What follows belongs to an exercise in optimizing a design on an open flow for small area, a short achievable clock period and few clock cycles per item; a production flow would make more cautious choices.
Function was checked by simulation only, so behaviour that the tests miss may differ from the original.

--- flow/design.v ---
module rot_perm_cbc (
    input  wire        clk,
    input  wire        rst_n,
    input  wire        sel,
    input  wire        we,
    input  wire [5:0]  addr,
    input  wire [31:0] wdata,
    output reg  [31:0] rdata,
    output wire        irq
);
    localparam integer NP = 94;
    localparam [NP*8-1:0] ALPHA = {
        "~}|{`_^]\\[@?>=<;:/.-,+*)('&%$#\"!",
        "9876543210",
        "ZYXWVUTSRQPONMLKJIHGFEDCBA",
        "zyxwvutsrqponmlkjihgfedcba"
    };
    localparam [3:0] OP_NOP        = 4'd0;
    localparam [3:0] OP_START_ENC  = 4'd1;
    localparam [3:0] OP_START_DEC  = 4'd2;
    localparam [3:0] OP_ENC_BLOCK  = 4'd3;
    localparam [3:0] OP_ENC_FINAL  = 4'd4;
    localparam [3:0] OP_DEC_BLOCK  = 4'd5;
    localparam [3:0] OP_DEC_FINAL  = 4'd6;
    localparam [3:0] OP_RAW_ENC    = 4'd7;
    localparam [3:0] OP_RAW_DEC    = 4'd8;
    localparam [3:0] OP_LOAD_CHAIN = 4'd9;
    localparam [3:0] OP_ABORT      = 4'd10;
    localparam [3:0] E_ILLEGAL   = 4'd1;
    localparam [3:0] E_BUSY      = 4'd2;
    localparam [3:0] E_SEQ       = 4'd3;
    localparam [3:0] E_LOCKED    = 4'd4;
    localparam [3:0] E_LEN       = 4'd5;
    localparam [3:0] E_PAD_RANGE = 4'd6;
    localparam [3:0] E_BAD_PAD   = 4'd7;
    localparam [1:0] ST_IDLE = 2'd0;
    localparam [1:0] ST_ENC  = 2'd1;
    localparam [1:0] ST_DEC  = 2'd2;
    localparam [31:0] MSGLEN_MAX = 32'hFFFFFFF0;
    reg         alpha_sel;
    reg  [31:0] key;
    reg  [1:0]  irqen;
    reg         busy;
    reg  [1:0]  state;
    reg         done;
    reg  [3:0]  err;
    reg  [31:0] msglen;
    reg  [31:0] outlen;
    reg  [7:0]  padcnt;
    reg  [7:0]  padbyte;
    reg         unpad_skipped;
    reg  [127:0] iv;
    reg  [127:0] din;
    reg  [127:0] dout;
    reg  [127:0] chain;
    reg  [135:0] head;        
    reg  [3:0]  pend_op;
    reg  [3:0]  pend_n;
    function automatic [7:0] index_of;    
        input [7:0] b;
        integer i;
        begin
            index_of = 8'h00;
            for (i = 0; i < NP; i = i + 1)
                if (ALPHA[8*i +: 8] == b)
                    index_of = {1'b1, i[6:0]};
        end
    endfunction
    function automatic [7:0] byte_at;
        input [6:0] i;
        integer j;
        begin
            byte_at = 8'h00;
            for (j = 0; j < NP; j = j + 1)
                if (i == j[6:0])
                    byte_at = ALPHA[8*j +: 8];
        end
    endfunction
    wire [6:0] key_mod_np = key % NP;
    function automatic [7:0] rotate;
        input [7:0] b;
        input       asel;
        input [7:0] kfull;
        input [6:0] kp;
        reg   [7:0] fi;
        reg   [7:0] s;
        begin
            if (!asel) begin
                rotate = b + kfull;
            end else begin
                fi = index_of(b);
                if (!fi[7]) begin
                    rotate = b;
                end else begin
                    s = {1'b0, fi[6:0]} + {1'b0, kp};
                    if (s >= NP)
                        s = s - NP;
                    rotate = byte_at(s[6:0]);
                end
            end
        end
    endfunction
    function automatic [7:0] unrotate;
        input [7:0] b;
        input       asel;
        input [7:0] kfull;
        input [6:0] kp;
        reg   [7:0] fi;
        reg   [7:0] s;
        begin
            if (!asel) begin
                unrotate = b - kfull;
            end else begin
                fi = index_of(b);
                if (!fi[7]) begin
                    unrotate = b;
                end else begin
                    s = {1'b0, fi[6:0]} - {1'b0, kp};
                    if (s[7])
                        s = s + NP;
                    unrotate = byte_at(s[6:0]);
                end
            end
        end
    endfunction
    function automatic [127:0] shift_blk;
        input [127:0] b;
        input [3:0]   s;
        integer j;
        reg [3:0] src;
        begin
            for (j = 0; j < 16; j = j + 1) begin
                src = j[3:0] + s;
                shift_blk[8*j +: 8] = b[8*src +: 8];
            end
        end
    endfunction
    function automatic [127:0] unshift_blk;
        input [127:0] b;
        input [3:0]   s;
        integer j;
        reg [3:0] src;
        begin
            for (j = 0; j < 16; j = j + 1) begin
                src = j[3:0] - s;
                unshift_blk[8*j +: 8] = b[8*src +: 8];
            end
        end
    endfunction
    wire [4:0] pad_cnt  = 5'd16 - {1'b0, pend_n};
    wire [4:0] pad_off  = pad_cnt % NP;
    wire [4:0] din_off  = pad_off - msglen[4:0];
    wire [7:0] pad_byte_b = ({27'd0, pad_off} < msglen) ? head[8*pad_off +: 8]
                                                        : din[8*din_off[3:0] +: 8];
    wire [7:0] pad_byte = alpha_sel ? pad_byte_b : {3'd0, pad_cnt};
    reg [127:0] final_blk;
    integer fj;
    always @(*) begin
        for (fj = 0; fj < 16; fj = fj + 1)
            final_blk[8*fj +: 8] = (fj < pend_n) ? din[8*fj +: 8] : pad_byte;
    end
    reg [127:0] enc_in;
    always @(*) begin
        case (pend_op)
            OP_ENC_BLOCK: enc_in = din ^ chain;
            OP_ENC_FINAL: enc_in = final_blk ^ chain;
            default:      enc_in = din;
        endcase
    end
    reg [127:0] enc_sub;
    reg [127:0] dec_sub;
    wire [127:0] dec_unsh = unshift_blk(din, key[3:0]);
    integer li;
    always @(*) begin
        for (li = 0; li < 16; li = li + 1) begin
            enc_sub[8*li +: 8] = rotate(enc_in[8*li +: 8], alpha_sel, key[7:0], key_mod_np);
            dec_sub[8*li +: 8] = unrotate(dec_unsh[8*li +: 8], alpha_sel, key[7:0], key_mod_np);
        end
    end
    wire [127:0] enc_out = shift_blk(enc_sub, key[3:0]);
    wire [127:0] dec_out = dec_sub;               
    wire [127:0] dec_plain = dec_sub ^ chain;     
    wire [31:0] total_len = msglen + 32'd16;
    wire [7:0]  last_byte = dec_plain[127:120];
    wire        bad_pad   = ({24'd0, last_byte} > total_len);
    wire wr = sel & we;
    localparam [5:0] A_CAP = 6'h00, A_CTRL = 6'h01, A_STATUS = 6'h02, A_IRQEN = 6'h03,
                     A_CMD = 6'h04, A_KEY = 6'h05, A_MSGLEN = 6'h06, A_OUTLEN = 6'h07,
                     A_PADINFO = 6'h08;
    wire is_iv  = (addr[5:2] == 4'h3);    
    wire is_din = (addr[5:2] == 4'h4);    
    wire [3:0] cmd_op = wdata[3:0];
    wire [3:0] cmd_n  = wdata[7:4];
    wire [32:0] fin_len = {1'b0, msglen} + {29'd0, cmd_n};
    wire [4:0]  fin_off = (5'd16 - {1'b0, cmd_n}) % NP;
    reg [3:0] cmd_err;
    always @(*) begin
        cmd_err = 4'd0;
        if (busy)
            cmd_err = E_BUSY;
        else if (cmd_op >= 4'd11)
            cmd_err = E_ILLEGAL;
        else if ((cmd_op == OP_START_ENC || cmd_op == OP_START_DEC) && state != ST_IDLE)
            cmd_err = E_SEQ;
        else if ((cmd_op == OP_ENC_BLOCK || cmd_op == OP_ENC_FINAL) && state != ST_ENC)
            cmd_err = E_SEQ;
        else if ((cmd_op == OP_DEC_BLOCK || cmd_op == OP_DEC_FINAL) && state != ST_DEC)
            cmd_err = E_SEQ;
        else if ((cmd_op >= OP_ENC_BLOCK && cmd_op <= OP_DEC_FINAL) && msglen >= MSGLEN_MAX)
            cmd_err = E_LEN;
        else if (cmd_op == OP_ENC_FINAL && alpha_sel && ({28'd0, fin_off} >= fin_len))
            cmd_err = E_PAD_RANGE;
    end
    reg [3:0] bus_err;
    always @(*) begin
        bus_err = 4'd0;
        if (wr) begin
            if (addr == A_CMD) begin
                if (cmd_op != OP_NOP)
                    bus_err = cmd_err;
            end else if (addr == A_CTRL || addr == A_KEY) begin
                if (busy)
                    bus_err = E_BUSY;
                else if (state != ST_IDLE)
                    bus_err = E_LOCKED;
            end else if (is_iv || is_din) begin
                if (busy)
                    bus_err = E_BUSY;
            end
        end
    end
    wire issue   = wr && addr == A_CMD && cmd_op != OP_NOP && cmd_err == 4'd0;
    wire cfg_ok  = !busy && state == ST_IDLE;
    wire cpl_bad_pad = busy && pend_op == OP_DEC_FINAL && !alpha_sel && bad_pad;
    wire errclr  = wr && addr == A_STATUS && wdata[8];
    wire [3:0] err_after_bus = errclr ? 4'd0 :
                               (bus_err != 4'd0 && err == 4'd0) ? bus_err : err;
    wire [3:0] err_next = (cpl_bad_pad && err_after_bus == 4'd0) ? E_BAD_PAD : err_after_bus;
    integer hj;
    always @(posedge clk or negedge rst_n) begin
        if (!rst_n) begin
            alpha_sel     <= 1'b0;
            key           <= 32'd0;
            irqen         <= 2'd0;
            busy          <= 1'b0;
            state         <= ST_IDLE;
            done          <= 1'b0;
            err           <= 4'd0;
            msglen        <= 32'd0;
            outlen        <= 32'd0;
            padcnt        <= 8'd0;
            padbyte       <= 8'd0;
            unpad_skipped <= 1'b0;
            iv            <= 128'd0;
            din           <= 128'd0;
            dout          <= 128'd0;
            chain         <= 128'd0;
            head          <= 136'd0;
            pend_op       <= 4'd0;
            pend_n        <= 4'd0;
        end else begin
            err <= err_next;
            if (wr) begin
                case (addr)
                    A_CTRL:   if (cfg_ok) alpha_sel <= wdata[0];
                    A_KEY:    if (cfg_ok) key <= wdata;
                    A_IRQEN:  irqen <= wdata[1:0];
                    A_STATUS: if (wdata[3]) done <= 1'b0;
                    default: ;
                endcase
                if (is_iv && !busy)
                    iv[32*addr[1:0] +: 32] <= wdata;
                if (is_din && !busy)
                    din[32*addr[1:0] +: 32] <= wdata;
            end
            if (issue) begin
                busy    <= 1'b1;
                pend_op <= cmd_op;
                pend_n  <= cmd_n;
            end
            if (busy) begin
                busy <= 1'b0;
                done <= 1'b1;
                case (pend_op)
                    OP_START_ENC, OP_START_DEC: begin
                        chain         <= iv;
                        msglen        <= 32'd0;
                        outlen        <= 32'd0;
                        padcnt        <= 8'd0;
                        padbyte       <= 8'd0;
                        unpad_skipped <= 1'b0;
                        head          <= 136'd0;
                        state         <= (pend_op == OP_START_ENC) ? ST_ENC : ST_DEC;
                    end
                    OP_ENC_BLOCK: begin
                        for (hj = 0; hj < 16; hj = hj + 1)
                            if (msglen + hj <= 32'd16)
                                head[8*(msglen[4:0] + hj) +: 8] <= din[8*hj +: 8];
                        dout   <= enc_out;
                        chain  <= enc_out;
                        msglen <= msglen + 32'd16;
                    end
                    OP_ENC_FINAL: begin
                        dout          <= enc_out;
                        chain         <= enc_out;
                        msglen        <= msglen + 32'd16;
                        outlen        <= msglen + 32'd16;
                        padcnt        <= {3'd0, pad_cnt};
                        padbyte       <= pad_byte;
                        unpad_skipped <= 1'b0;
                        state         <= ST_IDLE;
                    end
                    OP_DEC_BLOCK: begin
                        dout   <= dec_plain;
                        chain  <= din;
                        msglen <= msglen + 32'd16;
                    end
                    OP_DEC_FINAL: begin
                        dout   <= dec_plain;
                        chain  <= din;
                        msglen <= total_len;
                        state  <= ST_IDLE;
                        if (!alpha_sel) begin
                            padcnt        <= last_byte;
                            padbyte       <= last_byte;
                            unpad_skipped <= 1'b0;
                            outlen        <= bad_pad ? 32'd0 : total_len - {24'd0, last_byte};
                        end else begin
                            padcnt        <= 8'd0;
                            padbyte       <= 8'd0;
                            unpad_skipped <= 1'b1;
                            outlen        <= total_len;
                        end
                    end
                    OP_RAW_ENC:    dout  <= enc_out;
                    OP_RAW_DEC:    dout  <= dec_out;
                    OP_LOAD_CHAIN: chain <= iv;
                    OP_ABORT:      state <= ST_IDLE;
                    default: ;
                endcase
            end
        end
    end
    always @(*) begin
        rdata = 32'd0;
        if (sel && !we && rst_n) begin
            case (addr)
                A_CAP:     rdata = {16'd0, NP[7:0], 8'h10};
                A_CTRL:    rdata = {31'd0, alpha_sel};
                A_STATUS:  rdata = {24'd0, err, done, state, busy};
                A_IRQEN:   rdata = {30'd0, irqen};
                A_KEY:     rdata = key;
                A_MSGLEN:  rdata = msglen;
                A_OUTLEN:  rdata = outlen;
                A_PADINFO: rdata = {15'd0, unpad_skipped, padbyte, padcnt};
                6'h0C, 6'h0D, 6'h0E, 6'h0F: rdata = iv[32*addr[1:0] +: 32];
                6'h10, 6'h11, 6'h12, 6'h13: rdata = din[32*addr[1:0] +: 32];
                6'h14, 6'h15, 6'h16, 6'h17: rdata = dout[32*addr[1:0] +: 32];
                6'h18, 6'h19, 6'h1A, 6'h1B: rdata = chain[32*addr[1:0] +: 32];
                default:   rdata = 32'd0;
            endcase
        end
    end
    assign irq = (irqen[0] & done) | (irqen[1] & (err != 4'd0));
endmodule
--- flow/run.sh ---
#!/bin/bash
# synth_recipe.tcl (not shown) runs the flow's synth.tcl, then flattens the netlist and writes it again
# the make line also repeats each setting of config.mk as NAME=value (left out here)
make -C /OpenROAD-flow-scripts/flow DESIGN_CONFIG=/design/flow/config.mk WORK_HOME=/design/flow/orfs CLKGATE_MAP_FILE= SYNTH_SCRIPT=/design/flow/synth_recipe.tcl finish
--- flow/config.mk ---
export PLATFORM = sky130hd
export DESIGN_NAME = rot_perm_cbc
export DESIGN_NICKNAME = rot_perm_cbc
export VERILOG_FILES = /design/flow/design.v
export SDC_FILE = /design/flow/constraint.sdc
export NUM_CORES = 8
export LEC_CHECK = 0
export CAP_MARGIN = 20
export CORE_MARGIN = 2
export CORE_UTILIZATION = 30
export SLEW_MARGIN = 20
--- flow/constraint.sdc ---
create_clock -name core_clock -period 55.0 [get_ports {clk}]
set_input_delay 11.0000 -clock core_clock [delete_from_list [all_inputs] [get_ports {clk}]]
set_output_delay 11.0000 -clock core_clock [all_outputs]
set_load 0.01 [all_outputs]
==> notes.md <==
status=complete, no violations; Synth Register Bits=776; measured slew at the worst slew-check pin=1.428 ns; Final Cycle Share=83.05%; Fmax=0.02189 GHz; r2r startpoint=key[1]; Core Box Area=0.5405 mm²; M3 GR Usage=10.41%; CP bufs+invs=4; synthesis warning total=1; post-synth top area cell=dfrtp_1; crit end category=register; max-cap violation count=0; FP Rows=270; Worst Hold End=outlen[9]; worst-path fanout max=28; Synth area leaders=dfrtp_1 (12%), nand2_1 (7.6%), o21ai_0 (7.1%); antenna violations before repair=68; grt total ovfl=0; Die H=740.6 µm; Die W=740.6 µm; IO buf count=74; TritonCTS Sinks=776; Top FF cell, synth=dfrtp_1; most frequent cells in the layout=nand2_1 (3282), nor2_1 (2822), o21ai_0 (2257); hold path startpoint=outlen[9]; area share of the largest cell type after synthesis=11.93%; layout cells sized above 1=8.747%; Setup Crit Path Kind=register to register; final setup vio count=0; post-CTS sizing=0; largest net degree at the start of global routing=173; number of distinct library cells after synthesis=152; Min Hold Slack=0.4834 ns; CTS buffer count=90; syn_nets=25210; Async S/R FF share, synth=100.0%; H-tree depth reported by CTS=3; M1 GR Usage=37.23%; final clock skew=0.08452 ns; Longest Clk Path Bufs=3; Post-Syn Area per Cell=6.619 µm²; CP top delay family=compound AO/OA/AOI/OAI gates; CTS tree=yes; vias in the first global route=182300; final RePlAce weighted congestion=1.058; most common cell after layout, fill and taps aside=nand2_1; Routed Antenna Nets=0; Mapped Cells=24590; CTS clk-pin slew, worst paths=0.07 ns; R2R Setup Slk=9.32 ns; critical path's slowest cell=o31ai_1; Final Hold Fails=0; Detailed Place HPWL=621.3 mm; Post-CTS Setup Inserts=0; Hold Path Cell Cnt=2; CTS Hold Buffers Added=0; TNS Setup=0 ns; via/cell ratio=6.693; clk latency of the worst-skew pair=0.81 ns; all-layer global routing usage=29.23%; Post-Synthesis Cell Area=0.1628 mm²; routed wire length=856.0 mm; min cycle time layout=45.68 ns; fin. max-slew vios=0; Via Count=206800; sequential fraction of the synthesis area=11.93%; clk root buf=clkbuf_16; WP data arrival=46.27 ns; # placed instances=30670; Starting Density=30.12%; GR peak layer=met2; Post-synth EDFFs=0; Remaining DRCs=0; Finished Layout Cells=30900; hold crit path type=register to register; Area growth syn-to-layout=7.975%; Crit path largest cell delay=0.95 ns; RSZ-0062 raised after global routing=no; Top Ports=75; initial drt markers=35530; fin nets=24180; Routed wire per std cell=27.70 µm; Critical Path RT=55.60 ns; R2R depth=119; first-pass GRT wire length=1242 mm; die area=0.5485 mm²; startpoint types=register; FF-to-FF End=outlen[25]; worst rel slew slack=4.097%; GR Layer Usage met2=41.27%; First-pass DRT Iterations=14
metrics by stage:
step / utilization (%) / area (µm²) / setup WS, ns
after floorplan: - / 162800 / 11.43
after global placement: 31.85 / 172200 / 10.30
after detailed placement: 31.86 / 172200 / 10.32
after CTS: 32.46 / 175500 / 10.19
after global routing: 32.50 / 175700 / 6.350
final: 32.52 / 175800 / 9.323
per-layer routing:
layer  wire, µm  part of all wire (%)
met5       2103                  0.25
met4      67820                   7.9
met3     121800                    14
met2     339200                    40
met1     325200                    38
area by class of cell:
class                   instances  area (µm²)
diodes                         61       152.6
flip-flops and latches        776       19450
inverters                     515        1949
fillers                     58650      364700
multi-input cells           21240      134700
well taps                    7208        9019
clock inverters                34       519.2
clock buffers                 132        2710
repair buffers                933        7323
worst max path at each step:
stage,from,end,slack (ns),cells past startpoint
3_5_place_dp,key[1],outlen[25],10.32,119
5_1_grt,key[1],outlen[27],6.35,120
4_1_cts,key[1],outlen[25],10.19,119
2_1_floorplan,key[0],outlen[31],11.43,138
3_3_place_gp,key[1],outlen[25],10.30,119
6_report,key[1],outlen[25],9.32,119
worst min-delay path: cells and delay by family, from the launching register on:
kind | cells | cell delay, ns
flops | 1 | 0.35
simple gates | 1 | 0.05
compound gates | 1 | 0.06
cell families after synthesis:
family / after synthesis / share of synthesized area (%)
other cells: 2 / 0.004613
compound gates: 9116 / 36.39
xor+xnor: 1083 / 5.881
buf+inv: 2578 / 6.050
simple gates: 9302 / 25.56
fa+ha+maj: 587 / 4.793
flops: 776 / 11.93
mux: 1150 / 9.388
state kept, by name, indices dropped and copies added, names as in the netlist, 8 cells and up:
signal   cells
iv         128
head       136
padbyte      8
dout       128
chain      128
outlen      32
padcnt       8
msglen      28
din        128
key         32
cell usage after synthesis (all sizes together), types with 76 or more instances:
cell type  instances
o21bai           118
and3             180
o21a              79
o22ai            492
dfrtp            776
a21o             269
inv              455
o211ai           288
mux4             276
a221oi           338
nand3            791
a211oi           255
a31oi            509
clkbuf          1767
ha               514
nor4             192
a32oi            153
nand4            173
or3              120
a311oi            76
a2111oi          100
mux2i            631
nor3             797
o311ai            80
o21ai           2396
and2             163
o2111ai          138
nand2b           242
o221ai           195
nand2           3288
o31ai            170
xnor2            746
a22oi            210
xor2             335
a22o             324
o32ai            141
mux2             243
buf              295
or2              131
nor2            2844
a21oi           2226
nor2b            155
Testbench counts, summed over its fixed seeds: cycles 19,358, blocks 1,358.

==> what the ideal ports hide <==
No port has a modelled driver above. Below, the same layout with a new extraction and two added sets of constraints.
Step 1, drivers: a clkbuf_16 drives clk and a buf_2 each remaining input, both assumed.
Step 2 moves the port delays by t, midway between the first and last clock arrival at a register: inputs arrive t later, outputs are due t later. That takes back most of the time a late clock gives input paths.
Slacks: no drivers / after step 1 / after step 2; pairs: no drivers / after step 1.
shift t [ns]: 0.882
setup WS [ns]: 9.323 / 9.323 / 9.323
hold WS [ns]: 0.483 / 0.483 / 0.483
worst setup path after step 2: register to register
clock arrival spread, ns: 0.085 / 0.084
After both steps setup and hold are still met in this run. The setup slack of this run moves by 0.000 ns with the drivers and by 0.000 ns with both steps.
